From an optimization exercise on the open Yosys and OpenROAD flow, aimed at small area; shortcuts taken in it are not production practice. Function was checked by simulation only, so behaviour that the tests miss may differ from the original. The flow treats the clock pin as an ideal source, which a real chip does not have. Power is estimated from default activity; no workload was simulated.

File: run.sh
#!/bin/bash
# synth_recipe.tcl (not shown) runs the flow's synth.tcl, then flattens the netlist and writes it again
# the make line also repeats each setting of config.mk as NAME=value (left out here)
make -C /OpenROAD-flow-scripts/flow DESIGN_CONFIG=/design/flow/config.mk WORK_HOME=/design/flow/orfs CLKGATE_MAP_FILE= SYNTH_SCRIPT=/design/flow/synth_recipe.tcl finish
File: config.mk
export PLATFORM = sky130hd
export DESIGN_NAME = tcpu_core
export DESIGN_NICKNAME = tcpu_core
export VERILOG_FILES = /design/flow/design.v
export SDC_FILE = /design/flow/constraint.sdc
export NUM_CORES = 4
export LEC_CHECK = 0
export ABC_AREA = 1
export CAP_MARGIN = 20
export CORE_MARGIN = 2
export CORE_UTILIZATION = 60
export SLEW_MARGIN = 20
File: constraint.sdc
create_clock -name core_clock -period 10.0 [get_ports {clk}]
set_input_delay 2.0000 -clock core_clock [delete_from_list [all_inputs] [get_ports {clk}]]
set_output_delay 2.0000 -clock core_clock [all_outputs]
set_load 0.01 [all_outputs]
File: design.v
module tcpu_core (
    input  wire       clk,
    input  wire       rst,
    input  wire       start,
    input  wire [15:0] budget,
    output wire       mem_req,
    output wire       mem_we,
    output wire [7:0] mem_addr,
    output wire [7:0] mem_wdata,
    input  wire       mem_ready,
    input  wire [7:0] mem_rdata,
    output reg        tty_valid,
    output wire [7:0] tty_data,
    output reg  [2:0] status,
    output reg  [7:0] acc,
    output reg  [7:0] pc,
    output reg  [7:0] ir,
    output reg        cf,
    output wire       zf
);
    localparam [4:0] U_END  = 5'd0,
                     U_FETCH= 5'd1,    
                     U_RTP  = 5'd2,    
                     U_RUP  = 5'd3,    
                     U_RPP  = 5'd4,    
                     U_RTT  = 5'd5,    
                     U_RPT  = 5'd6,    
                     U_RTF  = 5'd7,    
                     U_PCI  = 5'd8,    
                     U_AMP  = 5'd9,    
                     U_AMT  = 5'd10,   
                     U_AR   = 5'd11,   
                     U_UA   = 5'd12,   
                     U_INX  = 5'd13,   
                     U_RIN  = 5'd14,   
                     U_UFE  = 5'd15,   
                     U_TINC = 5'd16,   
                     U_TP2  = 5'd17,   
                     U_UTM  = 5'd18,   
                     U_WTU  = 5'd19,   
                     U_WFU  = 5'd20,   
                     U_TTY  = 5'd21,   
                     U_STOP = 5'd22;   
    reg [7:0]  t, u;         
    reg [15:0] ring;         
    reg [1:0]  rph;          
    reg [3:0]  st;           
    reg [2:0]  bph;          
    reg        rv;           
    reg        c;            
    wire running = (status == 3'd1);
    assign zf       = (acc == 8'h00);
    assign tty_data = acc;
    wire [5:0] op = ir[5:0];
    wire bad    = ir[7] | ir[6] | (ir[5] & (ir[4] | ir[3] | (ir[2] & (ir[1] | ir[0]))));
    wire f_ttyi = (op == 6'h0E);
    wire f_halt = (op == 6'h10);
    reg [4:0] uop;
    always @* begin
        uop = U_END;
        if (st == 4'd0) uop = U_FETCH;
        else if (st == 4'd1 && (bad || f_ttyi || f_halt)) uop = U_STOP;
        else if (st[3] || st == 4'd7) uop = U_END;
        else begin
            case (op)
                6'h00, 6'h03, 6'h05, 6'h15:             
                    case (st) 4'd1: uop = U_AMP; 4'd2: uop = U_PCI; default: ; endcase
                6'h01, 6'h04, 6'h06, 6'h16:             
                    case (st) 4'd1: uop = U_RTP; 4'd2: uop = U_AMT; default: ; endcase
                6'h02:                                  
                    case (st) 4'd1: uop = U_RTP; 4'd2: uop = U_RTT; 4'd3: uop = U_AMT; default: ; endcase
                6'h07:                                  
                    case (st) 4'd1: uop = U_RTP; 4'd2: uop = U_UA; 4'd3: uop = U_WTU; default: ; endcase
                6'h08:                                  
                    case (st) 4'd1: uop = U_RTP; 4'd2: uop = U_PCI; 4'd3: uop = U_RTT;
                              4'd4: uop = U_UA; 4'd5: uop = U_WTU; default: ; endcase
                6'h09:                                  
                    case (st) 4'd1: uop = U_RPP; default: ; endcase
                6'h0A:                                  
                    case (st) 4'd1: uop = zf ? U_RPP : U_PCI; default: ; endcase
                6'h0B:                                  
                    case (st) 4'd1: uop = cf ? U_RPP : U_PCI; default: ; endcase
                6'h0C:                                  
                    case (st) 4'd1: uop = U_RTP; 4'd2: uop = U_RPT; default: ; endcase
                6'h0D:                                  
                    case (st) 4'd1: uop = zf ? U_RTP : U_PCI; 4'd2: uop = zf ? U_RPT : U_PCI; default: ; endcase
                6'h0F:                                  
                    case (st) 4'd1: uop = U_TTY; default: ; endcase
                6'h11, 6'h18, 6'h19:                    
                    case (st) 4'd1: uop = U_AR; default: ; endcase
                6'h12, 6'h13:                           
                    case (st) 4'd1: uop = U_RTP; 4'd2: uop = U_RUP; 4'd3: uop = U_INX;
                              4'd4: uop = U_WTU; default: ; endcase
                6'h14:                                  
                    case (st) 4'd1: uop = U_AR; 4'd2: uop = U_PCI; default: ; endcase
                6'h1A, 6'h1B:                           
                    case (st) 4'd1: uop = U_RTP; 4'd2: uop = U_RIN; 4'd3: uop = U_WTU; default: ; endcase
                6'h1C:                                  
                    case (st) 4'd1: uop = U_UFE; 4'd2: uop = U_WFU; default: ; endcase
                6'h1D:                                  
                    case (st) 4'd1: uop = U_PCI; 4'd2: uop = U_RTF; 4'd3: uop = U_UA;
                              4'd4: uop = U_WTU; 4'd5: uop = U_UTM; 4'd6: uop = U_WFU; default: ; endcase
                6'h1E:                                  
                    case (st) 4'd1: uop = U_RTF; 4'd2: uop = U_TINC; 4'd3: uop = U_WFU;
                              4'd4: uop = U_AMT; default: ; endcase
                6'h1F:                                  
                    case (st) 4'd1: uop = U_RUP; 4'd2: uop = U_RPP; 4'd3: uop = U_RTF;
                              4'd4: uop = U_WTU; 4'd5: uop = U_UTM; 4'd6: uop = U_WFU; default: ; endcase
                6'h20:                                  
                    case (st) 4'd1: uop = U_RTF; 4'd2: uop = U_TINC; 4'd3: uop = U_WFU;
                              4'd4: uop = U_RPT; default: ; endcase
                6'h21:                                  
                    case (st) 4'd1: uop = U_RTF; 4'd2: uop = U_TP2; 4'd3: uop = U_AMT; default: ; endcase
                6'h22:                                  
                    case (st) 4'd1: uop = U_PCI; 4'd2: uop = U_RTF; 4'd3: uop = U_TP2;
                              4'd4: uop = U_UA; 4'd5: uop = U_WTU; default: ; endcase
                6'h23:                                  
                    case (st) 4'd1: uop = U_PCI; 4'd2: uop = U_RTF; 4'd3: uop = U_TINC;
                              4'd4: uop = U_WFU; default: ; endcase
                6'h24:                                  
                    case (st) 4'd1: uop = U_RUP; 4'd2: uop = U_RTF; 4'd3: uop = U_WTU;
                              4'd4: uop = U_UTM; 4'd5: uop = U_WFU; default: ; endcase
                default: ;                              
            endcase
        end
    end
    wire op_add  = (op == 6'h03) || (op == 6'h04);
    wire op_sub  = (op == 6'h05) || (op == 6'h06);
    wire op_nand = (op == 6'h15) || (op == 6'h16);
    wire op_odd  = op[0];
    reg       k_rd, k_ser, k_mem, k_wr;    
    reg       a_pc, a_ff;                  
    reg       postinc;                     
    reg       l_ir, l_t, l_u, l_pc;        
    reg [2:0] xs;                          
    reg [1:0] ys;                          
    reg       yinv, cin1, cin_a7, f_nand, f_shift;
    reg       d_a, d_t, d_u;
    reg       cf_we;
    always @* begin
        k_rd = 1'b0; k_ser = 1'b0; k_mem = 1'b0; k_wr = 1'b0;
        a_pc = 1'b0; a_ff = 1'b0; postinc = 1'b0;
        l_ir = 1'b0; l_t = 1'b0; l_u = 1'b0; l_pc = 1'b0;
        xs = 3'd0; ys = 2'd0; yinv = 1'b0; cin1 = 1'b0; cin_a7 = 1'b0;
        f_nand = 1'b0; f_shift = 1'b0;
        d_a = 1'b0; d_t = 1'b0; d_u = 1'b0;
        cf_we = 1'b0;
        case (uop)
            U_FETCH: begin k_rd = 1'b1; a_pc = 1'b1; postinc = 1'b1; l_ir = 1'b1; end
            U_RTP:   begin k_rd = 1'b1; a_pc = 1'b1; postinc = 1'b1; l_t = 1'b1; end
            U_RUP:   begin k_rd = 1'b1; a_pc = 1'b1; postinc = 1'b1; l_u = 1'b1; end
            U_RPP:   begin k_rd = 1'b1; a_pc = 1'b1; l_pc = 1'b1; end
            U_RTT:   begin k_rd = 1'b1; l_t = 1'b1; end
            U_RPT:   begin k_rd = 1'b1; l_pc = 1'b1; end
            U_RTF:   begin k_rd = 1'b1; a_ff = 1'b1; l_t = 1'b1; end
            U_AMP, U_AMT: begin
                k_ser = 1'b1; k_mem = 1'b1; a_pc = (uop == U_AMP); ys = 2'd1; d_a = 1'b1;
                if (op_add | op_sub | op_nand) xs = 3'd2;
                yinv = op_sub; cin1 = op_sub; f_nand = op_nand; cf_we = op_add | op_sub;
            end
            U_AR: begin
                k_ser = 1'b1; xs = 3'd2; d_a = 1'b1;
                if (op[3]) begin yinv = op_odd; cin1 = ~op_odd; end    
                else f_shift = 1'b1;                                   
                cin_a7 = (op == 6'h14);
            end
            U_UA:    begin k_ser = 1'b1; xs = 3'd2; d_u = 1'b1; end
            U_INX:   begin k_ser = 1'b1; k_mem = 1'b1; xs = op_odd ? 3'd6 : 3'd5; ys = 2'd1; cin1 = op_odd; d_u = 1'b1; end
            U_RIN:   begin k_ser = 1'b1; k_mem = 1'b1; xs = op_odd ? 3'd1 : 3'd0; ys = 2'd1; cin1 = ~op_odd; d_a = 1'b1; d_u = 1'b1; end
            U_UFE:   begin k_ser = 1'b1; xs = 3'd1; yinv = 1'b1; d_u = 1'b1; end
            U_TINC:  begin k_ser = 1'b1; xs = 3'd4; cin1 = 1'b1; d_t = 1'b1; d_u = 1'b1; end
            U_TP2:   begin k_ser = 1'b1; xs = 3'd4; ys = 2'd2; d_t = 1'b1; end
            U_UTM:   begin k_ser = 1'b1; xs = 3'd4; yinv = 1'b1; d_u = 1'b1; end
            U_WTU:   begin k_wr = 1'b1; end
            U_WFU:   begin k_wr = 1'b1; a_ff = 1'b1; end
            default: ;
        endcase
    end
    wire rbit = mem_rdata[bph];
    reg  x;
    always @* begin
        case (xs)
            3'd1: x = 1'b1;
            3'd2: x = acc[0];
            3'd4: x = t[0];
            3'd5: x = u[0];
            3'd6: x = ~u[0];
            default: x = 1'b0;
        endcase
    end
    wire y0  = (ys == 2'd1) ? rbit : (ys == 2'd2) ? (bph == 3'd1) : 1'b0;
    wire y   = y0 ^ yinv;
    wire ci  = (bph == 3'd0) ? (cin1 | (cin_a7 & acc[7])) : c;
    wire r   = f_shift ? ci : f_nand ? ~(x & y) : (x ^ y ^ ci);
    wire co  = f_shift ? x : ((x & y) | (x & ci) | (y & ci));
    wire last = (bph == 3'd7);
    wire step = running && k_ser && (!k_mem || rv);
    wire done = running && (k_ser ? (step && last) :
                            k_rd  ? rv :
                            k_wr  ? mem_ready : 1'b1);
    wire s_a = d_a | (xs == 3'd2);
    wire s_t = d_t | (xs == 3'd4);
    wire s_u = d_u | (xs == 3'd5) | (xs == 3'd6);
    assign mem_req   = running && ((k_rd && !rv) || (k_mem && !(rv && last)) || k_wr);
    assign mem_we    = k_wr;
    assign mem_addr  = a_ff ? 8'hFF : a_pc ? pc : t;
    assign mem_wdata = u;
    wire pc_inc = running && ((postinc && mem_req && mem_ready) || (uop == U_PCI));
    wire       bscan = running && (st == 4'd8);
    wire [3:0] bsub  = (rph == 2'd0) ? 4'd2 : {3'b000, c};
    wire [4:0] bdiff = {1'b0, ring[3:0]} - {1'b0, bsub};
    wire       expire = bdiff[4] & ring[4];       
    always @(posedge clk) begin
        rv   <= mem_req & mem_ready & ~mem_we;
        rph  <= rph + 2'd1;
        ring <= {bscan ? bdiff[3:0] : ring[3:0], ring[15:4]};
        if (step) c <= co;
        if (bscan) c <= bdiff[4];
        if (rv && l_t) t <= mem_rdata;
        else if (step && s_t) t <= {d_t ? r : t[0], t[7:1]};
        if (rv && l_u) u <= mem_rdata;
        else if (step && s_u) u <= {d_u ? r : u[0], u[7:1]};
        if (rst) begin
            status    <= 3'd0;
            st        <= 4'd0;
            bph       <= 3'd0;
            acc       <= 8'h00;
            pc        <= 8'h00;
            ir        <= 8'h00;
            cf        <= 1'b0;
            tty_valid <= 1'b0;
        end else begin
            tty_valid <= 1'b0;
            if (status == 3'd0 && start) begin
                status <= 3'd1;
                rph    <= 2'd0;
                ring   <= {budget[14:0], (budget[14:0] != 15'd0) & ~budget[15]};
            end
            if (step) begin
                bph <= bph + 3'd1;
                if (s_a)  acc <= {d_a ? r : acc[0], acc[7:1]};
                if (cf_we) cf <= co;
            end
            if (pc_inc) pc <= pc + 8'd1;
            else if (running && rv && l_pc) pc <= mem_rdata;
            if (running && rv && l_ir) ir <= mem_rdata;
            if (running) begin
                if (st == 4'd7) begin
                    if (rph == 2'd3) st <= 4'd8;
                end else if (st == 4'd8) begin
                    if (rph == 2'd3) begin
                        if (expire) status <= 3'd3;
                        st <= 4'd0;
                    end
                end else if (uop == U_STOP) begin
                    if (bad)         status <= 3'd4;
                    else if (f_ttyi) status <= 3'd5;
                    else             status <= 3'd2;
                end else if (uop == U_END) begin
                    st <= 4'd7;
                end else if (done) begin
                    st <= st + 4'd1;
                    if (uop == U_TTY) tty_valid <= 1'b1;
                end
            end
        end
    end
endmodule
==> results of run 1 <==
==> power by group through the flow <==
stage	Combinational (mW)	Sequential [mW]	Clock [mW]
global route	0.515	0.349	0.303
floorplan	0.332	0.345	0
detailed placement	0.452	0.352	0
CTS	0.456	0.345	0.292
global placement	0.450	0.351	0
finish	0.464	0.345	0.290
==> cells by family (layout without fill, tap and decap cells) <==
group,count (synthesis),in the layout,synth area share (%)
buffers and inverters,154,225,11.2
XOR/XNOR,8,8,1.19
flip-flops,72,72,27.4
adder cells (fa/ha/maj),16,16,3.66
AO/OA/AOI/OAI,145,145,14.3
multiplexers,2,2,0.362
AND/OR/NAND/NOR,548,548,41.8
==> layout make-up <==
class	count	area, sq um	share of cell area (%)
Timing Repair Buffer	84	838	12.1
Tap cell	133	166	2.40
Clock inverter	7	125	1.80
Inverter	125	469	6.76
Sequential cell	72	1610	23.2
Clock buffer	9	124	1.79
Multi-Input combinational cell	719	3600	51.9
==> state kept, by name (all words and copies together), names as in the netlist, 2 cells and up <==
name,flops
ir,8
bph,3
acc,8
status,3
u,8
t,8
pc,8
st,4
rph,2
ring,16
==> worst max-delay path by stage <==
stage / end / slack (ns) / cells past startpoint / start
floorplan: mem_addr[1] / 5.40 / 19 / st[1]
global placement: mem_addr[6] / 4.45 / 18 / ir[4]
detailed placement: mem_addr[6] / 4.36 / 18 / ir[4]
CTS: mem_addr[6] / 3.95 / 18 / ir[4]
global route: mem_addr[6] / 3.52 / 20 / ir[4]
finish: mem_addr[6] / 3.89 / 20 / ir[4]
==> placed cells by master, fill, tap and decap left out, drive strengths merged, types with 2 or more instances in the layout <==
| cell | Yosys | final |
|---|---|---|
| nand4 | 10 | 10 |
| nor4 | 5 | 5 |
| a211oi | 2 | 2 |
| xnor2 | 2 | 2 |
| inv | 120 | 123 |
| nand3 | 86 | 86 |
| fa | 2 | 2 |
| o21ai | 66 | 66 |
| bufinv | 0 | 3 |
| o211ai | 17 | 17 |
| ha | 14 | 14 |
| dfxtp | 55 | 55 |
| nor3 | 12 | 12 |
| a21oi | 48 | 48 |
| nand2 | 309 | 309 |
| nor2 | 125 | 125 |
| clkdlybuf4s50 | 0 | 83 |
| clkbuf | 10 | 9 |
| xor2 | 6 | 6 |
| o31ai | 3 | 3 |
| edfxtp | 17 | 17 |
| clkinv | 5 | 6 |
==> metal layers <==
layer	up-vias	global-route usage [%]	part of all wire [%]
met5	-	0	0
met4	0	9.72	1.8
met3	29	7.05	10
met2	300	50.1	44
met1	2824	45.6	44
li1	3176	-	-
==> through the flow <==
stage / area, sq um / utilization, % / hold slack, ns / total power [mW] / instances
floorplan: 5870 / - / 0.396 / 0.678 / 945
global placement: 6690 / 69.4 / 0.401 / 0.802 / 1133
detailed placement: 6690 / 69.4 / 0.412 / 0.804 / 1133
CTS: 6940 / 72.0 / 0.431 / 1.09 / 1149
global route: 6940 / 72.0 / 0.444 / 1.17 / 1149
finish: 6940 / 72.0 / 0.427 / 1.10 / 1149
==> critical path, delay by kind of cell (launching register included) <==
| family | cells | cell delay, ns |
|---|---|---|
| compound gates | 2 | 0.28 |
| buf+inv | 5 | 1.16 |
| flops | 1 | 0.39 |
| simple gates | 13 | 1.94 |
==> implementation parameters, run 1 <==
Parameter                              Value

Clock tree
  Reg clk slew, reported paths    0.08 ns
  Library cell used as clock root buffer    clkbuf_8
  Quantity of hold-fixing buffers added after cts    0
  TritonCTS clock tree    yes
  Clock network latency to the later pin of the worst-skew pair    0.36 ns
  Deepest level of the CTS H-tree    3
  Clock tree buffer depth    2
  Clock Sinks    72
  Resized Gates After CTS    0
  CTS buffer count    9
  Post-CTS setup repair buffer count    0

Synthesis
  Library cell with the largest summed area after synthesis    dfxtp_1
  Leading post-synthesis cells by cell area    dfxtp_1 (19%), nand2_1 (19%), edfxtp_1 (8.7%)
  Most frequent cell after synthesis    nand2_1
  Async set or reset register ratio after synthesis    0%
  Register area share after synthesis    27.4%
  Number of flops mapped to enable cells by yosys    17
  Count of warnings emitted by yosys    1
  Mapped Cells    945
  Synth Register Bits    72
  Top-area cell type share of the netlist area    18.7%
  Count of unique library cells instantiated by Yosys    50
  Commonest register cell after synthesis    dfxtp_1
  Commonest cells in the synthesized netlist    nand2_1 (290), nor2_1 (108), inv_1 (92)
  Average size of a mapped cell    6.22 sq um
  Total nets after synthesis    989
  Area of the mapped netlist    0.00587 sq mm

Placement
  Routability congestion estimate from global placement    1.03
  Final HPWL from detailed placement    13000 um
  Number of I/O port buffers    83
  Worst slack at placement    4.36 ns

STA
  Final setup skew    0.0163 ns
  Final setup violating endpoints    0
  Transition time at the pin with the least slew margin    0.969 ns
  Fin. max-slew vios    0
  Max Fclk    164 MHz
  Hold Vio Cnt, Final    0
  Post-route fraction of the period consumed by the critical path    61.1%
  Min Clock Period, post-route    6.11 ns
  Relative max-transition margin    35.1%
  Worst setup margin    3.89 ns
  RSZ-0062 raised after global routing    no
  Post-route setup TNS    0 ns

Worst setup path
  Biggest fanout along the worst timing path    12
  Critical path capture point type    output pin
  Cells traversed along the worst timing path    nor2_1 > inv_1 > nor2_1 > nand2_1 > inv_1 > nor2_1 > nand2_1 > nor2_1 > nand2_1 > nand2_1 > nor2_2 > nand3_4 > nor2_4 > nand4_1 > inv_1 > a21oi_1 > nand2_1 > inv_1 > o211ai_1 > clkdlybuf4s50_1
  Required arrival time at the worst endpoint    8.00 ns
  Reg2Reg Depth    25
  Critical path start-end classification    reg -> out
  Setup slack of the worst register-to-register path    5.48 ns
  Largest stage delay on the critical path    0.71 ns
  Critical path's most frequent cell    nand2_1
  Slowest CP cell    nor2_1
  CP Launch Type    flip-flop
  Launching point of the worst reg2reg path    ir[4]
  Destination of the worst register-to-register timing path    t[7]
  Arrival time at the worst endpoint    4.11 ns

Floorplanning
  Io pins    84
  Area of the core    0.00964 sq mm
  Number of placement rows    36
  Chip width    103 um
  Die Span Y    103 um
  Area of the die    0.0106 sq mm
  Starting Density    60.9%

GRT
  Number of global-route vias before repair    5632
  Overall fraction of global-route tracks in use    32.5%
  Antenna violations before repair    0
  Total congestion overflow    0
  Largest net degree at the start of global routing    23
  First-pass GRT wire length    27200 um

Drt
  Vias    6329
  Vias per cell    5.51
  Detail Route Antenna Nets    0
  Number of search-and-repair iterations in the first detailed-routing pass    5
  DRC violation total after the first TritonRoute iteration    491
  Total length of routed wires    16900 um
  Average wire per standard cell    14.7 um
  Residual DRC    0

Power and ir drop
  Share of power burned in the clock network    26.4%
  Fraction of power consumed by sequential logic    31.4%
  Cell-internal power    645 uW
  Sw Ratio    41.4%
  Power Density    158 mW/mm^2
  Net switching power figure    455 uW
  Static Leakage    3.29 nW
  Logic gate share of total power    42.2%
  Max VDD drop    101 uV

Cells and area
  Layout Area Growth over Synthesis    18.1%
  Fill cell count    865
  Number of antenna repair diodes    0
  Post-layout nets    1055
  Fraction of layout cells with a size suffix above 1    10.4%

Worst hold path
  Instance count along the most critical hold path    2
  Worst Hold Launch    ring[14]
  Worst min-delay path category    reg -> reg
  End of the worst hold path    ring[10]

Flow run
  Max Cap Violations    0

Status
  Result of the run  timing/DRC/antenna clean
==> run 2: changes to the inputs <==
--- a/config.mk
+++ b/config.mk
@@ -9,4 +9,5 @@
 export CAP_MARGIN = 20
 export CORE_MARGIN = 2
-export CORE_UTILIZATION = 60
+export CORE_UTILIZATION = 80
+export PLACE_DENSITY = 0.9
 export SLEW_MARGIN = 20
==> implementation parameters, run 2 <==
Parameter                              Value

Status
  Result of the run    did not finish
  Last flow stage reached    3_3_place_gp
  First logged error message    [ERROR GPL-0301] Utilization 106.261 % exceeds 100%.

Synthesis
  Area fraction in compound gates after synthesis    14.3% (unchanged)
  Synth Register Bits    72 (unchanged)
  Xor-xnor portion of the synthesized cell area    1.19% (unchanged)
  Library cell with the largest summed area after synthesis    dfxtp_1
  Most frequent cell after synthesis    nand2_1
  Count of unique library cells instantiated by Yosys    50 (unchanged)
  Async set or reset register ratio after synthesis    0% (unchanged)
  Largest family of logic cells by synthesized area    simple AND/OR/NAND/NOR gates
  Top-area cell type share of the netlist area    18.7% (unchanged)
  Arithmetic-cell share of the synthesized area counting full adders, half adders and majority gates    3.66% (unchanged)
  Mapped Cells    945 (unchanged)
  Post-synthesis share of cell area spent on and, or, nand and nor gates    41.8% (unchanged)
  Count of warnings emitted by yosys    1 (unchanged)
  Area of the mapped netlist    0.00587 sq mm (unchanged)
  Number of flops mapped to enable cells by yosys    17 (unchanged)
  Total nets after synthesis    989 (unchanged)
  Portion of netlist area occupied by mux cells    0.362% (unchanged)
  Register area share after synthesis    27.4% (unchanged)
  Leading post-synthesis cells by cell area    dfxtp_1 (19%), nand2_1 (19%), edfxtp_1 (8.7%)
  Commonest cells in the synthesized netlist    nand2_1 (290), nor2_1 (108), inv_1 (92)
  Average size of a mapped cell    6.22 sq um (unchanged)
  Commonest register cell after synthesis    dfxtp_1

Floorplanning
  Starting Density    81.9% (+21 points)
  Chip width    89.7 um (-13%)
  Io pins    84 (unchanged)
  Number of placement rows    31 (-14%)
  Die Span Y    89.7 um (-13%)

Placement
  Number of I/O port buffers    83 (unchanged)
run 2: cell counts after synthesis:
Identical to the previous run, type by type.
run 2: kinds of logic after synthesis:
group / after synthesis
AOI/OAI and AO/OA: 145
xor gates and xnor gates: 8
adders and majority gates: 16
buffers and inverters: 154
DFF: 72
muxes: 2
and+or+nand+nor: 548
==> run 3: changes to the inputs <==
--- a/design.v
+++ b/design.v
@@ -10,5 +10,5 @@
     input  wire       mem_ready,
     input  wire [7:0] mem_rdata,
-    output reg        tty_valid,
+    output wire       tty_valid,
     output wire [7:0] tty_data,
     output reg  [2:0] status,
@@ -28,5 +28,4 @@
                      U_RTF  = 5'd7,    
                      U_PCI  = 5'd8,    
-                     U_AMP  = 5'd9,    
                      U_AMT  = 5'd10,   
                      U_AR   = 5'd11,   
@@ -64,6 +63,5 @@
         else begin
             case (op)
-                6'h00, 6'h03, 6'h05, 6'h15:             
-                    case (st) 4'd1: uop = U_AMP; 4'd2: uop = U_PCI; default: ; endcase
+                6'h00, 6'h03, 6'h05, 6'h15,             
                 6'h01, 6'h04, 6'h06, 6'h16:             
                     case (st) 4'd1: uop = U_RTP; 4'd2: uop = U_AMT; default: ; endcase
@@ -129,4 +127,5 @@
     wire op_nand = (op == 6'h15) || (op == 6'h16);
     wire op_odd  = op[0];
+    wire op_imm  = (op == 6'h00) || (op == 6'h03) || (op == 6'h05) || (op == 6'h15);
     reg       k_rd, k_ser, k_mem, k_wr;    
     reg       a_pc, a_ff;                  
@@ -154,6 +153,6 @@
             U_RPT:   begin k_rd = 1'b1; l_pc = 1'b1; end
             U_RTF:   begin k_rd = 1'b1; a_ff = 1'b1; l_t = 1'b1; end
-            U_AMP, U_AMT: begin
-                k_ser = 1'b1; k_mem = 1'b1; a_pc = (uop == U_AMP); ys = 2'd1; d_a = 1'b1;
+            U_AMT: begin
+                k_ser = 1'b1; k_mem = ~op_imm; ys = op_imm ? 2'd3 : 2'd1; d_a = 1'b1;
                 if (op_add | op_sub | op_nand) xs = 3'd2;
                 yinv = op_sub; cin1 = op_sub; f_nand = op_nand; cf_we = op_add | op_sub;
@@ -189,5 +188,5 @@
         endcase
     end
-    wire y0  = (ys == 2'd1) ? rbit : (ys == 2'd2) ? (bph == 3'd1) : 1'b0;
+    wire y0  = (ys == 2'd1) ? rbit : (ys == 2'd2) ? (bph == 3'd1) : (ys == 2'd3) ? t[0] : 1'b0;
     wire y   = y0 ^ yinv;
     wire ci  = (bph == 3'd0) ? (cin1 | (cin_a7 & acc[7])) : c;
@@ -200,5 +199,5 @@
                             k_wr  ? mem_ready : 1'b1);
     wire s_a = d_a | (xs == 3'd2);
-    wire s_t = d_t | (xs == 3'd4);
+    wire s_t = d_t | (xs == 3'd4) | (ys == 2'd3);
     wire s_u = d_u | (xs == 3'd5) | (xs == 3'd6);
     assign mem_req   = running && ((k_rd && !rv) || (k_mem && !(rv && last)) || k_wr);
@@ -206,4 +205,5 @@
     assign mem_addr  = a_ff ? 8'hFF : a_pc ? pc : t;
     assign mem_wdata = u;
+    assign tty_valid = running && (uop == U_TTY);
     wire pc_inc = running && ((postinc && mem_req && mem_ready) || (uop == U_PCI));
     wire       bscan = running && (st == 4'd8);
@@ -229,7 +229,5 @@
             ir        <= 8'h00;
             cf        <= 1'b0;
-            tty_valid <= 1'b0;
         end else begin
-            tty_valid <= 1'b0;
             if (status == 3'd0 && start) begin
                 status <= 3'd1;
@@ -261,5 +259,4 @@
                 end else if (done) begin
                     st <= st + 4'd1;
-                    if (uop == U_TTY) tty_valid <= 1'b1;
                 end
             end
==> flow/run.sh (new file) <==
#!/bin/bash
# Own layout flow:
#  1. the standard synthesis (bash standard.sh synth);
#  2. its combinational logic re-mapped by ABC for area (flow/remap.ys,
#     flow/remap.abc); every register stays exactly as the standard synthesis
#     made it (same instance names, same cells);
#  3. the standard layout from floorplan to finish on that netlist, with
#     the smallest buffer on each port and a clock tree of small buffers
#     without dummy loads.
# Each tool's output goes to a log file of its own in this folder.
set -euo pipefail
W=$(pwd)
R=$W/orfs/results/${FLOW_PLATFORM:-sky130hd}/tcpu_core/base
LIB=$FLOW_HOME/platforms/sky130hd/lib/sky130_fd_sc_hd__tt_025C_1v80.lib
YOSYS=$FLOW_HOME/../tools/install/yosys/bin/yosys
[[ -x $YOSYS ]] || YOSYS=yosys

# 1. standard synthesis
bash standard.sh synth > $W/flow_1_synth.log 2>&1
cp $R/1_2_yosys.v $W/standard_1_2_yosys.v

# 2. re-map the combinational logic
sed -e "s#@LIB@#$LIB#g" -e "s#@IN@#$W/standard_1_2_yosys.v#" -e "s#@OUT@#$W/remapped.v#" \
    -e "s#@ABC@#$W/flow/remap.abc#" $W/flow/remap.ys > $W/remap_run.ys
$YOSYS -s $W/remap_run.ys > $W/flow_2_remap.log 2>&1
cp $W/remapped.v $R/1_2_yosys.v
rm -f $R/1_synth.odb $R/1_synth.sdc

# 3. standard layout on the re-mapped netlist
bash standard.sh \
    "BUFFER_PORTS_ARGS=-buffer_cell sky130_fd_sc_hd__buf_1" \
    "CTS_ARGS=-sink_clustering_enable -repair_clock_nets -dont_use_dummy_load -buf_list sky130_fd_sc_hd__clkbuf_4 -sink_clustering_size 24 -sink_clustering_max_diameter 80" \
    finish > $W/flow_3_layout.log 2>&1
test -s $W/out/final.def
==> flow/remap.abc (new file) <==
strash
&get -n
&fraig -x
&put
scorr
dc2
strash
&get -n
&deepsyn -T 180
&put
&get -n
&dch -f
&nf -R 1000
&put
==> flow/remap.ys (new file) <==
# Re-map the combinational part of the standard synthesis netlist for area.
# Registers (sequential cells) stay black boxes, so their instances, names
# and cell types are exactly the standard synthesis's.
read_liberty -ignore_miss_func @LIB@
read_verilog @IN@
hierarchy -top tcpu_core
blackbox sky130_fd_sc_hd__df* sky130_fd_sc_hd__edf* sky130_fd_sc_hd__sdf* sky130_fd_sc_hd__sedf* sky130_fd_sc_hd__dl*
flatten
opt -purge
abc -liberty @LIB@ -dont_use *lpflow* -dont_use *probe* -script @ABC@
opt_clean -purge
hilomap -singleton -hicell sky130_fd_sc_hd__conb_1 HI -locell sky130_fd_sc_hd__conb_1 LO
splitnets
opt_clean -purge
insbuf -buf sky130_fd_sc_hd__buf_1 A X
check
stat -liberty @LIB@
write_verilog -noattr -noexpr -nohex -nodec @OUT@
==> standard.sh (new file) <==
#!/bin/bash
# synth_recipe.tcl (not shown) runs the flow's synth.tcl, then flattens the netlist and writes it again
# the make line also repeats each setting of config.mk as NAME=value (left out here)
make -C /OpenROAD-flow-scripts/flow DESIGN_CONFIG=/design/flow/config.mk WORK_HOME=/design/flow/orfs CLKGATE_MAP_FILE= SYNTH_SCRIPT=/design/flow/synth_recipe.tcl "${@:-finish}"
--- a/config.mk
+++ b/config.mk
@@ -9,5 +9,4 @@
 export CAP_MARGIN = 20
 export CORE_MARGIN = 2
-export CORE_UTILIZATION = 80
-export PLACE_DENSITY = 0.9
+export CORE_UTILIZATION = 60
 export SLEW_MARGIN = 20
removed: run.sh
==> implementation parameters, run 3 <==
Parameter                              Value

STA
  Hold Vio Cnt, Final    0
  Final Hold Slack    0.464 ns
  Post-route fraction of the period consumed by the critical path    76.8%
  Max Fclk    130 MHz
  RSZ-0062 raised after global routing    no
  Fin. max-slew vios    0
  Min Clock Period, post-route    7.68 ns
  Final setup skew    0.0308 ns
  Transition time at the pin with the least slew margin    0.991 ns
  Final setup violating endpoints    0
  Relative max-transition margin    33.6%
  Post-route setup TNS    0 ns

Worst setup path
  Cells traversed along the worst timing path    nand2b_1 > nor2_1 > nor2_1 > o21ai_0 > nand4b_1 > nand2_1 > o21ai_0 > nand2_1 > nor2_1 > o221ai_1 > nand3_1 > nor2_1 > nor2_1 > nand2_1 > mux2i_1 > o21ai_0 > nor2_1 > and3_1 > a21oi_1 > nand2b_1 > a21oi_1 > buf_1
  Reg2Reg Depth    28
  Critical path's most frequent cell    nor2_1
  Arrival time at the worst endpoint    5.68 ns
  Required arrival time at the worst endpoint    8.00 ns
  Slowest CP cell    dfxtp_1
  Critical path capture point type    output pin
  Biggest fanout along the worst timing path    17
  Largest stage delay on the critical path    0.67 ns
  CP Launch Type    flip-flop
  Critical path start-end classification    reg -> out

Cells and area
  Leading cell type in the layout, fill and taps excluded    nor2_1
  Layout Area Growth over Synthesis    8.66%
  Flip-flop count of the largest register, all copies and words added    16
  Post-layout nets    639
  Number of antenna repair diodes    0
  Fraction of the core area covered by cells at the end of the flow    67.7%
  Most flop-heavy register    ring
  Commonest non-fill, non-tap cells in the layout    nor2_1 (103), buf_1 (83), nand2_1 (59)
  Final Non-Filler Cells    705
  Fill cell count    594
  Fraction of layout cells with a size suffix above 1    2.30%

Drt
  Number of search-and-repair iterations in the first detailed-routing pass    7
  Total length of routed wires    12200 um
  Residual DRC    0
  Detail Route Antenna Nets    0
  Average wire per standard cell    17.3 um
  Vias    4486
  DRC violation total after the first TritonRoute iteration    396
  Vias per cell    6.36

GRT
  First-pass GRT wire length    19400 um
  Total congestion overflow    0
  Number of global-route vias before repair    3887
  Overall fraction of global-route tracks in use    32.4%
  Largest net degree at the start of global routing    28
  Antenna violations before repair    0

Synthesis
  Average size of a mapped cell    7.62 sq um (+23%)
  Area of the mapped netlist    0.00423 sq mm (-28%)
  Count of warnings emitted by yosys    1 (unchanged)
  Mapped Cells    556 (-41%)
  Total nets after synthesis    584 (-41%)

Placement
  Instance count after placement with tap cells included    696
  Number of I/O port buffers    83 (unchanged)
  Final HPWL from detailed placement    9200 um
  Routability congestion estimate from global placement    0.951

Power and ir drop
  Static Leakage    1.67 nW
  Share of power burned in the clock network    21.8%
  Total power of the final layout    598 uW
  Fraction of power consumed by sequential logic    55.2%
  Logic gate share of total power    23.0%
  Sw Ratio    32.7%
  Power Density    130 mW/mm^2
  Max VDD drop    94.8 uV
  Cell-internal power    403 uW
  Net switching power figure    195 uW

Clock tree
  Clock tree buffer depth    2
  Post-CTS setup repair buffer count    0
  Resized Gates After CTS    0
  Clock Sinks    71
  Library cell used as clock root buffer    clkbuf_4
  Quantity of hold-fixing buffers added after cts    0
  Clock network latency to the later pin of the worst-skew pair    0.40 ns
  Deepest level of the CTS H-tree    3
  TritonCTS clock tree    yes
  CTS buffer count    9
  Reg clk slew, reported paths    0.09 ns

Flow run
  Max Cap Violations    0

Status
  Result of the run  timing/DRC/antenna clean

Worst hold path
  Worst min-delay path category    reg -> reg
  Instance count along the most critical hold path    2

Floorplanning
  Number of placement rows    30 (-3.2%)
  Area of the core    0.00679 sq mm
  Io pins    84 (unchanged)
  Chip width    88.0 um (-1.9%)
  Area of the die    0.00774 sq mm
  Die Span Y    88.0 um (-1.9%)
  Starting Density    62.3% (-20 points)
-- run 3: critical path: cells and delay by family (launching register included) --
family / cells / cell delay [ns]
AOI/OAI and AO/OA: 6 / 1.50
and+or+nand+nor: 14 / 2.79
buffers and inverters: 1 / 0.17
DFF: 1 / 0.67
muxes: 1 / 0.15
-- run 3: power by group through the flow --
| stage | combinational (mW) | clock, mW | sequential, mW |
|---|---|---|---|
| after global placement | 0.132 | 0 | 0.336 |
| after global routing | 0.151 | 0.142 | 0.333 |
| after CTS | 0.135 | 0.134 | 0.330 |
| after floorplan | 0.0932 | 0 | 0.331 |
| after detailed placement | 0.134 | 0 | 0.336 |
| final | 0.137 | 0.130 | 0.330 |
-- run 3: final timing paths --
path	start	slack, ns	endpoint
worst min register to register	ring[11]	0.46	ring[7]
worst max register to register	ir[1]	3.15	pc[5]
worst min-delay path	ring[11]	0.46	ring[7]
worst max-delay path	ir[1]	2.32	mem_req
-- run 3: cell type report --
| class | count | area (sq um) | area share, % |
|---|---|---|---|
| clock buffers | 9 | 67.6 | 1.47 |
| inverters | 15 | 56.3 | 1.22 |
| multi-input cells | 426 | 2420 | 52.5 |
| flip-flops and latches | 71 | 1590 | 34.6 |
| well taps | 96 | 120 | 2.61 |
| repair buffers | 88 | 349 | 7.59 |
-- run 3: per-layer routing --
layer / share of wire (%) / wire length, um / global-route usage [%] / vias to the layer above
li1: - / - / - / 2104
met1: 41 / 4960 / 43.1 / 2085
met2: 47 / 5780 / 53.1 / 255
met3: 8.2 / 997 / 4.15 / 42
met4: 3.7 / 446 / 14.3 / 0
met5: 0 / 0 / 0 / -
-- run 3: metrics by stage --
stage	setup slack, ns	instance area (sq um)
after floorplan	4.02	4230
after global placement	3.09	4530
after detailed placement	2.93	4530
after CTS	2.49	4600
after global routing	1.63	4600
final	2.32	4600
==> run 4: changes to the inputs <==
--- a/design.v
+++ b/design.v
@@ -27,5 +27,4 @@
                      U_RPT  = 5'd6,    
                      U_RTF  = 5'd7,    
-                     U_PCI  = 5'd8,    
                      U_AMT  = 5'd10,   
                      U_AR   = 5'd11,   
@@ -44,5 +43,5 @@
     reg [15:0] ring;         
     reg [1:0]  rph;          
-    reg [3:0]  st;           
+    reg [2:0]  st;           
     reg [2:0]  bph;          
     reg        rv;           
@@ -58,65 +57,60 @@
     always @* begin
         uop = U_END;
-        if (st == 4'd0) uop = U_FETCH;
-        else if (st == 4'd1 && (bad || f_ttyi || f_halt)) uop = U_STOP;
-        else if (st[3] || st == 4'd7) uop = U_END;
+        if (st == 3'd0) uop = U_FETCH;
+        else if (st == 3'd1 && (bad || f_ttyi || f_halt)) uop = U_STOP;
+        else if (st == 3'd7) uop = U_END;
         else begin
             case (op)
-                6'h00, 6'h03, 6'h05, 6'h15,             
-                6'h01, 6'h04, 6'h06, 6'h16:             
-                    case (st) 4'd1: uop = U_RTP; 4'd2: uop = U_AMT; default: ; endcase
+                6'h00, 6'h01, 6'h03, 6'h04, 6'h05,      
+                6'h06, 6'h15, 6'h16:                    
+                    case (st) 3'd1: uop = U_RTP; 3'd2: uop = U_AMT; default: ; endcase
                 6'h02:                                  
-                    case (st) 4'd1: uop = U_RTP; 4'd2: uop = U_RTT; 4'd3: uop = U_AMT; default: ; endcase
+                    case (st) 3'd1: uop = U_RTP; 3'd2: uop = U_RTT; 3'd3: uop = U_AMT; default: ; endcase
                 6'h07:                                  
-                    case (st) 4'd1: uop = U_RTP; 4'd2: uop = U_UA; 4'd3: uop = U_WTU; default: ; endcase
+                    case (st) 3'd1: uop = U_RTP; 3'd2: uop = U_UA; 3'd3: uop = U_WTU; default: ; endcase
                 6'h08:                                  
-                    case (st) 4'd1: uop = U_RTP; 4'd2: uop = U_PCI; 4'd3: uop = U_RTT;
-                              4'd4: uop = U_UA; 4'd5: uop = U_WTU; default: ; endcase
+                    case (st) 3'd1: uop = U_RTP; 3'd2: uop = U_RUP; 3'd3: uop = U_RTT;
+                              3'd4: uop = U_UA; 3'd5: uop = U_WTU; default: ; endcase
                 6'h09:                                  
-                    case (st) 4'd1: uop = U_RPP; default: ; endcase
+                    case (st) 3'd1: uop = U_RPP; default: ; endcase
                 6'h0A:                                  
-                    case (st) 4'd1: uop = zf ? U_RPP : U_PCI; default: ; endcase
+                    case (st) 3'd1: uop = zf ? U_RPP : U_RTP; default: ; endcase
                 6'h0B:                                  
-                    case (st) 4'd1: uop = cf ? U_RPP : U_PCI; default: ; endcase
+                    case (st) 3'd1: uop = cf ? U_RPP : U_RTP; default: ; endcase
                 6'h0C:                                  
-                    case (st) 4'd1: uop = U_RTP; 4'd2: uop = U_RPT; default: ; endcase
+                    case (st) 3'd1: uop = U_RTP; 3'd2: uop = U_RPT; default: ; endcase
                 6'h0D:                                  
-                    case (st) 4'd1: uop = zf ? U_RTP : U_PCI; 4'd2: uop = zf ? U_RPT : U_PCI; default: ; endcase
+                    case (st) 3'd1: uop = U_RTP; 3'd2: uop = zf ? U_RPT : U_RUP; default: ; endcase
                 6'h0F:                                  
-                    case (st) 4'd1: uop = U_TTY; default: ; endcase
+                    case (st) 3'd1: uop = U_TTY; default: ; endcase
                 6'h11, 6'h18, 6'h19:                    
-                    case (st) 4'd1: uop = U_AR; default: ; endcase
+                    case (st) 3'd1: uop = U_AR; default: ; endcase
                 6'h12, 6'h13:                           
-                    case (st) 4'd1: uop = U_RTP; 4'd2: uop = U_RUP; 4'd3: uop = U_INX;
-                              4'd4: uop = U_WTU; default: ; endcase
+                    case (st) 3'd1: uop = U_RTP; 3'd2: uop = U_RUP; 3'd3: uop = U_INX;
+                              3'd4: uop = U_WTU; default: ; endcase
                 6'h14:                                  
-                    case (st) 4'd1: uop = U_AR; 4'd2: uop = U_PCI; default: ; endcase
+                    case (st) 3'd1: uop = U_RTP; 3'd2: uop = U_AR; default: ; endcase
                 6'h1A, 6'h1B:                           
-                    case (st) 4'd1: uop = U_RTP; 4'd2: uop = U_RIN; 4'd3: uop = U_WTU; default: ; endcase
+                    case (st) 3'd1: uop = U_RTP; 3'd2: uop = U_RIN; 3'd3: uop = U_WTU; default: ; endcase
                 6'h1C:                                  
-                    case (st) 4'd1: uop = U_UFE; 4'd2: uop = U_WFU; default: ; endcase
-                6'h1D:                                  
-                    case (st) 4'd1: uop = U_PCI; 4'd2: uop = U_RTF; 4'd3: uop = U_UA;
-                              4'd4: uop = U_WTU; 4'd5: uop = U_UTM; 4'd6: uop = U_WFU; default: ; endcase
-                6'h1E:                                  
-                    case (st) 4'd1: uop = U_RTF; 4'd2: uop = U_TINC; 4'd3: uop = U_WFU;
-                              4'd4: uop = U_AMT; default: ; endcase
-                6'h1F:                                  
-                    case (st) 4'd1: uop = U_RUP; 4'd2: uop = U_RPP; 4'd3: uop = U_RTF;
-                              4'd4: uop = U_WTU; 4'd5: uop = U_UTM; 4'd6: uop = U_WFU; default: ; endcase
-                6'h20:                                  
-                    case (st) 4'd1: uop = U_RTF; 4'd2: uop = U_TINC; 4'd3: uop = U_WFU;
-                              4'd4: uop = U_RPT; default: ; endcase
+                    case (st) 3'd1: uop = U_UFE; 3'd2: uop = U_WFU; default: ; endcase
+                6'h1D, 6'h1F, 6'h24:                    
+                    case (st)
+                        3'd1: uop = (op == 6'h1D) ? U_RTP : U_RUP;
+                        3'd2: uop = (op == 6'h1D) ? U_UA : (op == 6'h1F) ? U_RPP : U_RTF;
+                        3'd3: uop = U_RTF; 3'd4: uop = U_WTU; 3'd5: uop = U_UTM; 3'd6: uop = U_WFU;
+                        default: ;
+                    endcase
+                6'h1E, 6'h20, 6'h23:                    
+                    case (st)
+                        3'd1: uop = U_RTF; 3'd2: uop = U_TINC; 3'd3: uop = U_WFU;
+                        3'd4: uop = (op == 6'h1E) ? U_AMT : (op == 6'h20) ? U_RPT : U_RTP;
+                        default: ;
+                    endcase
                 6'h21:                                  
-                    case (st) 4'd1: uop = U_RTF; 4'd2: uop = U_TP2; 4'd3: uop = U_AMT; default: ; endcase
+                    case (st) 3'd1: uop = U_RTF; 3'd2: uop = U_TP2; 3'd3: uop = U_AMT; default: ; endcase
                 6'h22:                                  
-                    case (st) 4'd1: uop = U_PCI; 4'd2: uop = U_RTF; 4'd3: uop = U_TP2;
-                              4'd4: uop = U_UA; 4'd5: uop = U_WTU; default: ; endcase
-                6'h23:                                  
-                    case (st) 4'd1: uop = U_PCI; 4'd2: uop = U_RTF; 4'd3: uop = U_TINC;
-                              4'd4: uop = U_WFU; default: ; endcase
-                6'h24:                                  
-                    case (st) 4'd1: uop = U_RUP; 4'd2: uop = U_RTF; 4'd3: uop = U_WTU;
-                              4'd4: uop = U_UTM; 4'd5: uop = U_WFU; default: ; endcase
+                    case (st) 3'd1: uop = U_RTF; 3'd2: uop = U_TP2; 3'd3: uop = U_UA;
+                              3'd4: uop = U_WTU; 3'd5: uop = U_RTP; default: ; endcase
                 default: ;                              
             endcase
@@ -206,6 +200,6 @@
     assign mem_wdata = u;
     assign tty_valid = running && (uop == U_TTY);
-    wire pc_inc = running && ((postinc && mem_req && mem_ready) || (uop == U_PCI));
-    wire       bscan = running && (st == 4'd8);
+    wire pc_inc = running && postinc && mem_req && mem_ready;
+    wire       bscan = running && (st == 3'd7) && bph[0];
     wire [3:0] bsub  = (rph == 2'd0) ? 4'd2 : {3'b000, c};
     wire [4:0] bdiff = {1'b0, ring[3:0]} - {1'b0, bsub};
@@ -223,5 +217,5 @@
         if (rst) begin
             status    <= 3'd0;
-            st        <= 4'd0;
+            st        <= 3'd0;
             bph       <= 3'd0;
             acc       <= 8'h00;
@@ -244,10 +238,9 @@
             if (running && rv && l_ir) ir <= mem_rdata;
             if (running) begin
-                if (st == 4'd7) begin
-                    if (rph == 2'd3) st <= 4'd8;
-                end else if (st == 4'd8) begin
+                if (st == 3'd7) begin
                     if (rph == 2'd3) begin
-                        if (expire) status <= 3'd3;
-                        st <= 4'd0;
+                        if (bph[0] && expire) status <= 3'd3;
+                        if (bph[0]) st <= 3'd0;
+                        bph <= {2'b00, ~bph[0]};
                     end
                 end else if (uop == U_STOP) begin
@@ -256,7 +249,7 @@
                     else             status <= 3'd2;
                 end else if (uop == U_END) begin
-                    st <= 4'd7;
+                    st <= 3'd7;
                 end else if (done) begin
-                    st <= st + 4'd1;
+                    st <= st + 3'd1;
                 end
             end
==> flow/run.sh (replaced) <==
#!/bin/bash
# Own layout flow:
#  1. the standard synthesis (bash standard.sh synth), kept for reference;
#  2. the same synthesis again without the full/half-adder extraction
#     (ADDER_MAP_FILE empty), used only if its registers (instance names and
#     cells) are exactly the standard synthesis's;
#  3. the combinational logic re-mapped by ABC for area (flow/remap.ys,
#     flow/remap.abc); the registers stay black boxes, untouched;
#  4. the standard layout from floorplan to finish on that netlist, with
#     the smallest buffer on each port and a clock tree of small buffers
#     without dummy loads, a clock buffer upsized where the clock pins it
#     drives would see a high slew (flow/post_cts.tcl).
# Each tool's output goes to a log file of its own in this folder.
set -euo pipefail
W=$(pwd)
R=$W/orfs/results/${FLOW_PLATFORM:-sky130hd}/tcpu_core/base
LIB=$FLOW_HOME/platforms/sky130hd/lib/sky130_fd_sc_hd__tt_025C_1v80.lib
YOSYS=$FLOW_HOME/../tools/install/yosys/bin/yosys
[[ -x $YOSYS ]] || YOSYS=yosys

regs() {  # sequential cell instances of a netlist: "cell instance", sorted
    grep -E '^\s*sky130_fd_sc_hd__(df|edf|sdf|sedf|dl[rx])[a-z0-9_]* ' "$1" | awk '{print $1, $2}' | sort
}

# 1. standard synthesis
bash standard.sh synth > $W/flow_1_synth.log 2>&1
cp $R/1_2_yosys.v $W/standard_1_2_yosys.v
regs $W/standard_1_2_yosys.v > $W/standard_regs.txt

# 2. the same synthesis without adder extraction
rm -f $R/1_2_yosys.v $R/1_2_yosys.sdc $R/1_synth.odb $R/1_synth.sdc
SRC=$W/standard_1_2_yosys.v
if bash standard.sh ADDER_MAP_FILE= synth > $W/flow_2_synth_noadders.log 2>&1; then
    cp $R/1_2_yosys.v $W/noadders_1_2_yosys.v
    regs $W/noadders_1_2_yosys.v > $W/noadders_regs.txt
    if cmp -s $W/standard_regs.txt $W/noadders_regs.txt; then
        SRC=$W/noadders_1_2_yosys.v
    fi
fi
echo "re-mapping $SRC" > $W/flow_source.txt

# 3. re-map the combinational logic
sed -e "s#@LIB@#$LIB#g" -e "s#@IN@#$SRC#" -e "s#@OUT@#$W/remapped.v#" \
    -e "s#@ABC@#$W/flow/remap.abc#" $W/flow/remap.ys > $W/remap_run.ys
$YOSYS -s $W/remap_run.ys > $W/flow_3_remap.log 2>&1
regs $W/remapped.v > $W/remapped_regs.txt
cmp $W/standard_regs.txt $W/remapped_regs.txt
cp $W/remapped.v $R/1_2_yosys.v
cp $W/orfs/results/${FLOW_PLATFORM:-sky130hd}/tcpu_core/base/1_2_yosys.sdc $W/ 2>/dev/null || true
rm -f $R/1_synth.odb $R/1_synth.sdc
touch $R/1_2_yosys.v

# 4. standard layout on the re-mapped netlist
bash standard.sh \
    "BUFFER_PORTS_ARGS=-buffer_cell sky130_fd_sc_hd__buf_1" \
    "CTS_ARGS=-sink_clustering_enable -repair_clock_nets -dont_use_dummy_load -buf_list sky130_fd_sc_hd__clkbuf_4 -sink_clustering_size 24 -sink_clustering_max_diameter 80" \
    "POST_CTS_TCL=$W/flow/post_cts.tcl" \
    finish > $W/flow_4_layout.log 2>&1
test -s $W/out/final.def
==> flow/post_cts.tcl (new file) <==
estimate_parasitics -placement
set upsized 0
foreach inst [get_cells -hierarchical *] {
  set master [get_property $inst ref_name]
  if { $master ne "sky130_fd_sc_hd__clkbuf_4" } { continue }
  set out [get_pins -of_objects $inst -filter "direction == output"]
  set net [get_nets -of_objects $out]
  set worst 0.0
  foreach p [get_pins -of_objects $net -filter "direction == input"] {
    set s [get_property $p slew_max]
    if { $s > $worst } { set worst $s }
  }
  if { $worst > 0.100 } {
    replace_cell $inst sky130_fd_sc_hd__clkbuf_8
    incr upsized
  }
}
puts "post_cts: upsized $upsized clock buffers"
if { $upsized > 0 } {
  detailed_placement
  check_placement -verbose
  estimate_parasitics -placement
}
==> implementation parameters, run 4 <==
Parameter                              Value

Status
  Result of the run  timing/DRC/antenna clean

Worst hold path
  Worst min-delay path category    reg -> reg

Worst setup path
  Kind of cell adding the most delay to the critical path    compound AO/OA/AOI/OAI gates
  CP Launch Type    flip-flop
  Number of buffer and inverter instances along the worst setup path    1 (unchanged)
  Cells traversed along the worst timing path    nor2b_1 > and3_1 > a31oi_1 > nor3_1 > a221o_1 > a21oi_1 > o31a_1 > nand3_1 > o2111ai_1 > a21oi_1 > nand2_1 > nand2_1 > o21ai_0 > nand3_1 > a21oi_1 > and2_0 > o21ai_0 > a21boi_0 > nor3_1 > nor2_1 > buf_1
  Slowest CP cell    dfxtp_1
  Required arrival time at the worst endpoint    8.00 ns (about the same)
  Largest stage delay on the critical path    0.69 ns (+0.02 ns)
  Arrival time at the worst endpoint    5.39 ns (-0.29 ns)
  Critical path capture point type    output pin
  Critical path's most frequent cell    a21oi_1
  Biggest fanout along the worst timing path    15 (-2)
  Critical path start-end classification    reg -> out

Cells and area
  Number of antenna repair diodes    0 (unchanged)
  Area of the multi-input gates    0.00229 sq mm (-5.2%)
  Layout Area Growth over Synthesis    8.53%
  Most flop-heavy register    ring
  Leading cell type in the layout, fill and taps excluded    nor2_1
  Commonest non-fill, non-tap cells in the layout    nor2_1 (108), buf_1 (83), dfxtp_1 (53)
  Fill cell count    598 (+0.67%)
  Flip-flop count of the largest register, all copies and words added    16 (unchanged)
  Post-layout nets    614 (-3.9%)
  Final standard cell area without fillers    0.00443 sq mm (-3.8%)
  Fraction of layout cells with a size suffix above 1    1.88% (-0.42 points)
  FF/Latch Area    0.00157 sq mm (-1.3%)

Power and ir drop
  Sw Ratio    26.2% (-6.5 points)
  Fraction of power consumed by sequential logic    60.2% (+5.0 points)
  Logic gate share of total power    12.2% (-11 points)
  Share of power burned in the clock network    27.6% (+5.8 points)
  Max VDD drop    94.0 uV (-0.78%)
  Power Density    119 mW/mm^2 (-8.5%)
  Static Leakage    1.59 nW (-5.0%)
  Net switching power figure    138 uW (-30%)
  Cell-internal power    389 uW (-3.5%)

Synthesis
  Total nets after synthesis    562 (-3.8%)
  Mapped Cells    534 (-4.0%)
  Average size of a mapped cell    7.64 sq um (+0.27%)
  Count of warnings emitted by yosys    1 (unchanged)
  Area of the mapped netlist    0.00408 sq mm (-3.7%)

STA
  Post-route fraction of the period consumed by the critical path    73.9% (-2.9 points)
  Final setup violating endpoints    0 (unchanged)
  Relative max-transition margin    38.6% (+5.0 points)
  RSZ-0062 raised after global routing    no
  Fin. max-slew vios    0 (unchanged)
  Max Fclk    135 MHz (+3.9%)
  Final setup skew    0.0290 ns (-0.00179 ns)
  Post-route setup TNS    0 ns (unchanged)
  Transition time at the pin with the least slew margin    0.897 ns (-0.0942 ns)
  Min Clock Period, post-route    7.39 ns (-0.290 ns)
  Hold Vio Cnt, Final    0 (unchanged)

Flow run
  Max Cap Violations    0 (unchanged)

Drt
  Detail Route Antenna Nets    0 (unchanged)
  Average wire per standard cell    17.8 um (+2.7%)
  DRC violation total after the first TritonRoute iteration    323 (-18%)
  Vias    4275 (-4.7%)
  Number of search-and-repair iterations in the first detailed-routing pass    7 (unchanged)
  Total length of routed wires    11800 um (-3.3%)
  Residual DRC    0 (unchanged)
  Vias per cell    6.44 (+1.2%)

Placement
  Cell area after placement    0.00433 sq mm (-4.4%)
  Number of I/O port buffers    83 (unchanged)
  Final HPWL from detailed placement    8870 um (-3.6%)
  Routability congestion estimate from global placement    0.954 (+0.35%)

Clock tree
  Clock network latency to the later pin of the worst-skew pair    0.34 ns (-0.06 ns)
  Reg clk slew, reported paths    0.09 ns (about the same)
  TritonCTS clock tree    yes
  Clock Sinks    70 (-1.4%)

GRT
  Number of global-route vias before repair    4104 (+5.6%)
  Total congestion overflow    0 (unchanged)
  Largest net degree at the start of global routing    25 (-11%)
  Overall fraction of global-route tracks in use    32.6% (+0.17 points)
  First-pass GRT wire length    19300 um (-0.36%)
  Antenna violations before repair    0 (unchanged)

Floorplanning
  Starting Density    61.0% (-1.3 points)
  Area of the core    0.00668 sq mm (-1.7%)
  Chip width    86.4 um (-1.8%)
  Number of placement rows    30 (unchanged)
  Die Span Y    86.4 um (-1.8%)
  Area of the die    0.00747 sq mm (-3.5%)
  Io pins    84 (unchanged)
-- run 4: per-layer routing --
| layer | routed length (um) | GRT usage, % | share of wire [%] |
|---|---|---|---|
| met1 | 4660 | 39.8 | 40 |
| met2 | 5850 | 54.8 | 50 |
| met3 | 809 | 6.57 | 6.9 |
| met4 | 471 | 16.2 | 4.0 |
| met5 | 0 | 0 | 0 |
-- run 4: area by class of cell --
cell class	instances	area share (%)
Multi-Input combinational cell	408	51.7
Sequential cell	70	35.5
Tap cell	80	2.26
Timing Repair Buffer	85	7.38
Inverter	12	1.02
Clock buffer	9	2.09
-- run 4: final timing paths --
| kind | startpoint | endpoint | slack [ns] | cells past startpoint |
|---|---|---|---|---|
| max | ir[3] | mem_req | 2.61 | 21 |
| min | ring[14] | ring[10] | 0.43 | 2 |
| max reg2reg | ir[3] | pc[7] | 3.14 | 30 |
| min reg2reg | ring[14] | ring[10] | 0.43 | 2 |
-- run 4: power by group through the flow --
| stage | combinational, mW | sequential (mW) | clock [mW] |
|---|---|---|---|
| 2_1_floorplan | 0.0423 | 0.320 | 0 |
| 3_3_place_gp | 0.0620 | 0.322 | 0 |
| 3_5_place_dp | 0.0631 | 0.323 | 0 |
| 5_1_grt | 0.0716 | 0.318 | 0.159 |
| 6_report | 0.0642 | 0.317 | 0.145 |
-- run 4: worst register-to-register path: cells and delay by family (launching register included) --
kind	cells	cell delay (ns)
and+or+nand+nor	18	3.22
AOI/OAI and AO/OA	11	2.71
DFF	1	0.69
xor gates and xnor gates	1	0.15
-- run 4: stage by stage --
step / utilization [%] / setup slack (ns) / std cells / hold WS (ns) / total power [mW]
final: 66.2 / 2.61 / 664 / 0.433 / 0.526
after global routing: 66.2 / 2.09 / 664 / 0.457 / 0.549
after detailed placement: 64.9 / 3.23 / 655 / 0.433 / 0.386
after global placement: 64.9 / 3.16 / 655 / 0.419 / 0.384
after floorplan: - / 4.15 / 534 / 0.409 / 0.362
==> run 5: changes to the inputs <==
--- a/design.v
+++ b/design.v
@@ -15,30 +15,31 @@
     output reg  [7:0] acc,
     output reg  [7:0] pc,
-    output reg  [7:0] ir,
+    output wire [7:0] ir,
     output reg        cf,
     output wire       zf
 );
     localparam [4:0] U_END  = 5'd0,
-                     U_FETCH= 5'd1,    
-                     U_RTP  = 5'd2,    
-                     U_RUP  = 5'd3,    
-                     U_RPP  = 5'd4,    
-                     U_RTT  = 5'd5,    
-                     U_RPT  = 5'd6,    
-                     U_RTF  = 5'd7,    
-                     U_AMT  = 5'd10,   
-                     U_AR   = 5'd11,   
-                     U_UA   = 5'd12,   
-                     U_INX  = 5'd13,   
-                     U_RIN  = 5'd14,   
-                     U_UFE  = 5'd15,   
-                     U_TINC = 5'd16,   
-                     U_TP2  = 5'd17,   
-                     U_UTM  = 5'd18,   
-                     U_WTU  = 5'd19,   
-                     U_WFU  = 5'd20,   
-                     U_TTY  = 5'd21,   
-                     U_STOP = 5'd22;   
+                     U_FETCH= 5'd8,    
+                     U_RTP  = 5'd9,    
+                     U_RUP  = 5'd10,    
+                     U_RPP  = 5'd11,    
+                     U_RTT  = 5'd12,    
+                     U_RPT  = 5'd13,    
+                     U_RTF  = 5'd14,    
+                     U_AMT  = 5'd16,   
+                     U_AR   = 5'd17,   
+                     U_UA   = 5'd18,   
+                     U_INX  = 5'd19,   
+                     U_RIN  = 5'd20,   
+                     U_UFE  = 5'd21,   
+                     U_TINC = 5'd22,   
+                     U_TP2  = 5'd23,   
+                     U_UTM  = 5'd24,   
+                     U_WTU  = 5'd4,   
+                     U_WFU  = 5'd5,   
+                     U_TTY  = 5'd1,   
+                     U_STOP = 5'd2;   
     reg [7:0]  t, u;         
+    reg [5:0]  irl;          
     reg [15:0] ring;         
     reg [1:0]  rph;          
@@ -50,6 +51,7 @@
     assign zf       = (acc == 8'h00);
     assign tty_data = acc;
-    wire [5:0] op = ir[5:0];
-    wire bad    = ir[7] | ir[6] | (ir[5] & (ir[4] | ir[3] | (ir[2] & (ir[1] | ir[0]))));
+    wire [5:0] op = irl;
+    assign ir = {(status == 3'd4) ? t[7:6] : 2'b00, irl};
+    wire bad    = t[7] | t[6] | (op[5] & (op[4] | op[3] | (op[2] & (op[1] | op[0]))));
     wire f_ttyi = (op == 6'h0E);
     wire f_halt = (op == 6'h10);
@@ -140,5 +142,5 @@
         cf_we = 1'b0;
         case (uop)
-            U_FETCH: begin k_rd = 1'b1; a_pc = 1'b1; postinc = 1'b1; l_ir = 1'b1; end
+            U_FETCH: begin k_rd = 1'b1; a_pc = 1'b1; postinc = 1'b1; l_ir = 1'b1; l_t = 1'b1; end
             U_RTP:   begin k_rd = 1'b1; a_pc = 1'b1; postinc = 1'b1; l_t = 1'b1; end
             U_RUP:   begin k_rd = 1'b1; a_pc = 1'b1; postinc = 1'b1; l_u = 1'b1; end
@@ -221,5 +223,5 @@
             acc       <= 8'h00;
             pc        <= 8'h00;
-            ir        <= 8'h00;
+            irl       <= 6'h00;
             cf        <= 1'b0;
         end else begin
@@ -236,5 +238,5 @@
             if (pc_inc) pc <= pc + 8'd1;
             else if (running && rv && l_pc) pc <= mem_rdata;
-            if (running && rv && l_ir) ir <= mem_rdata;
+            if (running && rv && l_ir) irl <= mem_rdata[5:0];
             if (running) begin
                 if (st == 3'd7) begin
==> implementation parameters, run 5 <==
Parameter                              Value

Status
  Result of the run  timing/DRC/antenna clean

STA
  Fin. max-slew vios    0 (unchanged)
  Final setup skew    0.0217 ns (-0.00734 ns)
  Transition time at the pin with the least slew margin    1.03 ns (+0.132 ns)
  Worst setup margin    2.33 ns (-0.280 ns)
  Post-route setup TNS    0 ns (unchanged)
  Post-route fraction of the period consumed by the critical path    76.7% (+2.8 points)
  Max Fclk    130 MHz (-3.6%)
  Relative max-transition margin    30.8% (-7.9 points)
  RSZ-0062 raised after global routing    no
  Final setup violating endpoints    0 (unchanged)
  Hold Vio Cnt, Final    0 (unchanged)
  Final Hold Slack    0.408 ns (-0.0256 ns)
  Min Clock Period, post-route    7.67 ns (+0.280 ns)

Worst setup path
  CP Launch Type    flip-flop
  Critical path capture point type    output pin
  Biggest fanout along the worst timing path    15 (unchanged)
  Arrival time at the worst endpoint    5.67 ns (+0.28 ns)
  Required arrival time at the worst endpoint    8.00 ns (about the same)
  Critical path start-end classification    reg -> out

Floorplanning
  Area of the die    0.00730 sq mm (-2.3%)
  Die Span Y    85.4 um (-1.2%)
  Starting Density    62.3% (+1.3 points)
  Number of placement rows    29 (-3.3%)
  Chip width    85.4 um (-1.2%)
  Io pins    84 (unchanged)
  Area of the core    0.00639 sq mm (-4.4%)

Worst hold path
  Worst min-delay path category    reg -> reg

Cells and area
  Final standard cell area without fillers    0.00434 sq mm (-1.9%)
  Commonest non-fill, non-tap cells in the layout    buf_1 (83), nand2_1 (79), nor2_1 (52)
  Final Non-Filler Cells    641 (-3.5%)
  Flip-flop count of the largest register, all copies and words added    16 (unchanged)
  Post-layout nets    594 (-3.3%)
  Leading cell type in the layout, fill and taps excluded    buf_1
  Fraction of the core area covered by cells at the end of the flow    68.0% (+1.7 points)
  Layout Area Growth over Synthesis    9.05%
  Number of antenna repair diodes    0 (unchanged)
  Fraction of layout cells with a size suffix above 1    1.77% (-0.11 points)
  Most flop-heavy register    ring

Clock tree
  Reg clk slew, reported paths    0.09 ns (about the same)
  Clock network latency to the later pin of the worst-skew pair    0.35 ns (about the same)
  TritonCTS clock tree    yes
  Clock Sinks    68 (-2.9%)

Drt
  Total length of routed wires    12200 um (+3.1%)
  Vias    4210 (-1.5%)
  Vias per cell    6.57 (+2.0%)
  Detail Route Antenna Nets    0 (unchanged)
  Number of search-and-repair iterations in the first detailed-routing pass    6 (-1)
  Residual DRC    0 (unchanged)
  Average wire per standard cell    19.0 um (+6.8%)
  DRC violation total after the first TritonRoute iteration    437 (+35%)

Placement
  Routability congestion estimate from global placement    0.996 (+4.4%)
  Cell area after placement    0.00424 sq mm (-2.1%)
  Final HPWL from detailed placement    8980 um (+1.3%)
  Number of I/O port buffers    83 (unchanged)
  Instance count after placement with tap cells included    632 (-3.5%)
  Worst slack at placement    2.88 ns (-0.345 ns)

GRT
  Overall fraction of global-route tracks in use    33.3% (+0.72 points)
  Total congestion overflow    0 (unchanged)
  Antenna violations before repair    0 (unchanged)
  Largest net degree at the start of global routing    20 (-20%)
  Number of global-route vias before repair    3780 (-7.9%)
  First-pass GRT wire length    19100 um (-1.3%)

Synthesis
  Count of warnings emitted by yosys    1 (unchanged)
  Total nets after synthesis    540 (-3.9%)
  Average size of a mapped cell    7.77 sq um (+1.8%)
  Mapped Cells    512 (-4.1%)
  Area of the mapped netlist    0.00398 sq mm (-2.4%)

Power and ir drop
  Max VDD drop    108 uV (+15%)
  Net switching power figure    152 uW (+10%)
  Sw Ratio    27.9% (+1.7 points)
  Static Leakage    1.57 nW (-0.95%)
  Logic gate share of total power    12.5% (+0.3 points)
  Fraction of power consumed by sequential logic    59.0% (-1.2 points)
  Share of power burned in the clock network    28.5% (+0.9 points)
  Total power of the final layout    544 uW (+3.4%)
  Cell-internal power    392 uW (+0.99%)
  Power Density    125 mW/mm^2 (+5.4%)

Flow run
  Max Cap Violations    0 (unchanged)
[run 5: path summary, 6_finish.rpt]
kind              startpoint      end  slack [ns]  depth (start not counted)
hold reg to reg      ring[5]  ring[1]        0.41                          2
setup reg to reg      irl[4]     t[7]        3.25                         27
hold / removal       ring[5]  ring[1]        0.41                          2
setup / recovery      irl[4]  mem_req        2.33                         20
[run 5: layout make-up]
type | count | area (sq um)
sequential | 68 | 1530
multi-input combinational | 387 | 2230
clock buffer | 9 | 98.8
inverter | 16 | 60.1
timing repair buffer | 84 | 319
fill | 552 | 2050
tap | 77 | 96.3
[run 5: power groups by stage]
| stage | combinational (mW) | clock (mW) | sequential, mW |
|---|---|---|---|
| detailed placement | 0.0658 | 0 | 0.327 |
| global placement | 0.0648 | 0 | 0.326 |
| floorplan | 0.0453 | 0 | 0.321 |
| global route | 0.0754 | 0.165 | 0.324 |
| finish | 0.0680 | 0.155 | 0.321 |
[run 5: layer usage]
layer | global-route usage [%] | wire, um | up-vias | part of all wire [%]
met5 | 0 | 0 | - | 0
met4 | 13.9 | 395 | 0 | 3.2
met3 | 9.63 | 1400 | 43 | 12
met2 | 51.3 | 5530 | 288 | 46
met1 | 44.0 | 4830 | 1934 | 40
li1 | - | - | 1945 | -
[run 5: critical path: stages (launching register included)]
cell      delay, ns
dfxtp_1        0.65
clkinv_1       0.36
nor2_1         0.35
nand2_1        0.09
o21ai_0        0.49
a21o_1         0.16
o221ai_1       0.28
a21oi_1        0.26
a21boi_0       0.20
o31ai_1        0.10
nand4_1        0.15
o22ai_1        0.15
or2_0          0.29
nor2b_1        0.19
and2_0         0.25
nand2_1        0.18
o31ai_1        0.43
o21a_1         0.21
a41oi_1        0.05
o31a_1         0.35
buf_1          0.15

separate check: timing with driven ports:
How much do the figures lean on ideal ports? The routed layouts below were timed once more, with nothing changed but the port constraints. Step 1 (the two cells are an assumption about what drives the block):
set clk [get_ports {clk}]
set_driving_cell -lib_cell sky130_fd_sc_hd__clkbuf_16 $clk
set_driving_cell -lib_cell sky130_fd_sc_hd__buf_2 [delete_from_list [all_inputs] $clk]
Step 2 also shifts input and output timing later by t, the mid clock arrival at the registers, as if the neighbouring blocks saw the same clock. a / b / c = no drivers / after step 1 / after step 2; a / b = the first two.
run | shift t [ns] | setup slack, ns | hold WS [ns]
run 1 | 0.389 | 3.887 / 3.853 / 4.242 | 0.427 / 0.427 / 0.427
run 3 | 0.417 | 2.323 / 2.293 / 2.711 | 0.464 / 0.464 / 0.464
run 4 | 0.361 | 2.613 / 2.581 / 2.942 | 0.433 / 0.433 / 0.433
run 5 | 0.367 | 2.333 / 2.301 / 2.668 | 0.408 / 0.408 / 0.408
After both steps every run listed still meets setup and hold.
